From an optimization exercise on the open Yosys and OpenROAD flow, aimed at small area, a short achievable clock period and few clock cycles per item; shortcuts taken in it are not production practice.
The RTL was checked by simulation tests, not by an equivalence proof against the original design.

## alpha
## tap_mix
module tap_mix (
    input  wire        clk,
    input  wire        rst,
    input  wire        in_valid,
    output reg         in_ready,
    input  wire [31:0] a,
    input  wire [31:0] b,
    input  wire [31:0] frac,
    input  wire [31:0] x,
    input  wire [31:0] dw,
    output reg         out_valid,
    input  wire        out_ready,
    output reg  [31:0] y
);
==> flow/config.mk <==
export PLATFORM = sky130hd
export DESIGN_NAME = tap_mix
export DESIGN_NICKNAME = tap_mix
export VERILOG_FILES = /design/flow/design.v
export SDC_FILE = /design/flow/constraint.sdc
export NUM_CORES = 8
export LEC_CHECK = 0
export ABC_AREA = 1
export CAP_MARGIN = 20
export CORE_MARGIN = 2
export CORE_UTILIZATION = 55
export SLEW_MARGIN = 20
==> flow/constraint.sdc <==
create_clock -name core_clock -period 115.0 [get_ports {clk}]
set_input_delay 23.0000 -clock core_clock [delete_from_list [all_inputs] [get_ports {clk}]]
set_output_delay 23.0000 -clock core_clock [all_outputs]
set_load 0.01 [all_outputs]
standard.sh (not shown) runs the stock make flow with config.mk's settings and CLKGATE_MAP_FILE= SYNTH_SCRIPT=/design/flow/synth_recipe.tcl, a recipe that flattens the netlist after the stock synthesis.
==> flow/flow/run.sh <==
#!/bin/bash
set -euo pipefail
LIB=$FLOW_HOME/platforms/sky130hd/lib/sky130_fd_sc_hd__tt_025C_1v80.lib
YOSYS=$FLOW_HOME/../tools/install/yosys/bin/yosys
R=orfs/results/sky130hd/tap_mix/base

bash standard.sh synth > log_1_synth.txt 2>&1
cp $R/1_2_yosys.v synth_standard.v

python3 flow/invopt.py synth_standard.v resynth_in.v > log_2_invopt.txt 2>&1
python3 flow/libfunc.py $LIB resynth_cells.v sky130_fd_sc_hd__fa_1 sky130_fd_sc_hd__conb_1 > log_3_libfunc.txt 2>&1
printf 'set_driving_cell sky130_fd_sc_hd__buf_1\nset_load 5\n' > abc.constr
sed -e "s#@LIB@#$LIB#g" -e "s#@TOP@#$FLOW_TOP#g" flow/resynth.ys > resynth.ys
$YOSYS -s resynth.ys > log_4_resynth.txt 2>&1
cp resynth_out.v $R/1_2_yosys.v

bash standard.sh finish SETUP_SLACK_MARGIN=89.5 SKIP_GATE_CLONING=1 \
    'BUFFER_PORTS_ARGS=-buffer_cell sky130_fd_sc_hd__buf_2' > log_5_finish.txt 2>&1
==> flow/flow/abc_resynth.script <==
strash
dch -f
map -B 0.9
topo
stime -c
Other scripts of this flow, unchanged in this note and not shown: flow/flow/invopt.py, flow/flow/libfunc.py, flow/flow/resynth.ys
In summary, alpha completed successfully, with a layout that passed the timing, design-rule and antenna checks.
Testbench counts of alpha, summed over its fixed seeds: cycles 12,032, items 12,000.
The inputs of beta differ from those of alpha as listed below.
==> flow/flow/abc_resynth.script <==
strash
dch
map -B 0.9
topo
stime -c
Notes after the runs:
beta — fraction of standard cell area in multi-input logic 0.20 points lower, alpha as reference
[compare] base=alpha new=beta: number of antenna cells inserted moved up; clock-cell share of area shows no meaningful change.
alpha and beta ended up with roughly the same highest attainable clock frequency.
Looking at alpha and beta, the synthesized cell count is a wash.
Looking at alpha and beta, the post-placement cell count is a wash.
Per the comparison of beta with alpha, count of buffers added by post-CTS timing repair for setup comparable; final cell utilization of the core saw an increase.


tap_mix again, from the RTL that the note above started with.
Design tap_mix, start of the top module:
module tap_mix (
    input  wire        clk,
    input  wire        rst,
    input  wire        in_valid,
    output reg         in_ready,
    input  wire [31:0] a,
    input  wire [31:0] b,
    input  wire [31:0] frac,
    input  wire [31:0] x,
    input  wire [31:0] dw,
    output reg         out_valid,
    input  wire        out_ready,
    output reg  [31:0] y
);
    reg [31:0] a1, b1, f1, x1, d1;
    always @(posedge clk) begin
        a1 <= a; b1 <= b; f1 <= frac; x1 <= x; d1 <= dw;
    end
    wire [32:0] ua1, uf1, ux1, ud1;
    fp_unpack u_na (.a(a1), .u(ua1));
    fp_unpack u_nf (.a(f1), .u(uf1));
    fp_unpack u_nx (.a(x1), .u(ux1));
    fp_unpack u_nd (.a(d1), .u(ud1));
    wire        ds, dinc, dnan, dinf, dzero;
    wire [9:0]  de;
    wire [23:0] dm;
    fp_add #(.IU(0), .OF(0)) u_diff (
        .a({1'b0, b1}), .b({1'b0, ~a1[31], a1[30:0]}), .y(),
        .fs(ds), .fe(de), .fm(dm), .finc(dinc), .fnan(dnan), .finf(dinf), .fzero(dzero));
    wire [32:0] prod;
    fp_mul #(.FA(1)) u_fmul (
        .ua(33'd0), .as(ds), .ae(de), .am(dm), .ainc(dinc), .anan(dnan), .ainf(dinf), .azero(dzero),
        .b(uf1), .y(prod));
    wire        fz1 = (f1[30:0] == 31'd0);
    wire [32:0] p1  = fz1 ? {a1[31], 9'h100, 23'd0} : prod;
    wire [31:0] ws1;
    fp_wscale u_ws (.dw(d1), .ws(ws1));
    wire [32:0] uw1 = (ws1[30:23] == 8'd0) ? {ws1[31], 9'h100, 23'd0} : {ws1[31], 1'b0, ws1[30:0]};
    wire [32:0] dry1;
    fp_mul #(.FA(0)) u_dry (
        .ua(uw1), .as(1'b0), .ae(10'd0), .am(24'd0), .ainc(1'b0), .anan(1'b0), .ainf(1'b0), .azero(1'b0),
        .b(ux1), .y(dry1));
    reg [32:0] a2, p2, d2, r2;
    always @(posedge clk) begin
        a2 <= ua1; p2 <= p1; d2 <= ud1; r2 <= dry1;
    end
    wire        ts, tinc, tnan, tinf, tzero;
    wire [9:0]  te;
    wire [23:0] tm;
    fp_add #(.IU(1), .OF(0)) u_interp (
        .a(a2), .b(p2), .y(),
  ...
clock: 115.0 ns
lec_check: 0
abc_area: 1
cap_margin: 20
core_margin: 2
core_utilization: 55
slew_margin: 20
==> flow/flow/run.sh <==
#!/bin/bash
set -euo pipefail
bash standard.sh finish SETUP_SLACK_MARGIN=89.5 SKIP_GATE_CLONING=1 \
    'BUFFER_PORTS_ARGS=-buffer_cell sky130_fd_sc_hd__buf_2' > log_finish.txt 2>&1
Testbench counts at the start, summed over its fixed seeds: cycles 12,032, items 12,000.
Edit:
==> flow/flow/run.sh (replaced) <==
#!/bin/bash
set -euo pipefail
bash standard.sh finish SETUP_SLACK_MARGIN=90 > make_finish.log 2>&1
- CORE_UTILIZATION: 55 -> 40
Now the flow finished with max-capacitance violations, max-slew violations left.
Final cell count is higher by a few percent.
Final area is higher by a few percent.
Critical path depth is unchanged.
Maximum frequency is lower slightly.
Global-route usage is lower by 9.1 points.

re-timing with driven ports:
In the flow no input, the clock included, has a driving cell. The finished layouts below were timed again as built, in two steps.
Step 1: set_driving_cell puts a clkbuf_16 on clk and a buf_2 on each other input, an assumption about the parent block.
Step 2 times the ports against the registers' clock, not the clock port: input delays grow and output delays shrink by t, the midpoint of the rising clock arrivals with the driver on.
a / b / c = ideal / step 1 / step 2; a / b = the first two.
| run | t (ns) | slack for setup (ns) | worst register clock-pin slew, ns |
|---|---|---|---|
| alpha | 0.814 | 90.683 / 90.580 / 90.460 | 0.07 / 0.07 |
| beta | 0.818 | 90.692 / 90.593 / 90.439 | 0.09 / 0.09 |
| the first run of note 2 | 0.831 | 90.595 / 90.495 / 90.223 | 0.08 / 0.08 |
| the second run of note 2 | 0.866 | 90.248 / 90.147 / 89.918 | 0.09 / 0.09 |
For the first run of note 2, which loses most, drivers alone change the setup slack by -0.100 ns; drivers and shift together by -0.372 ns.
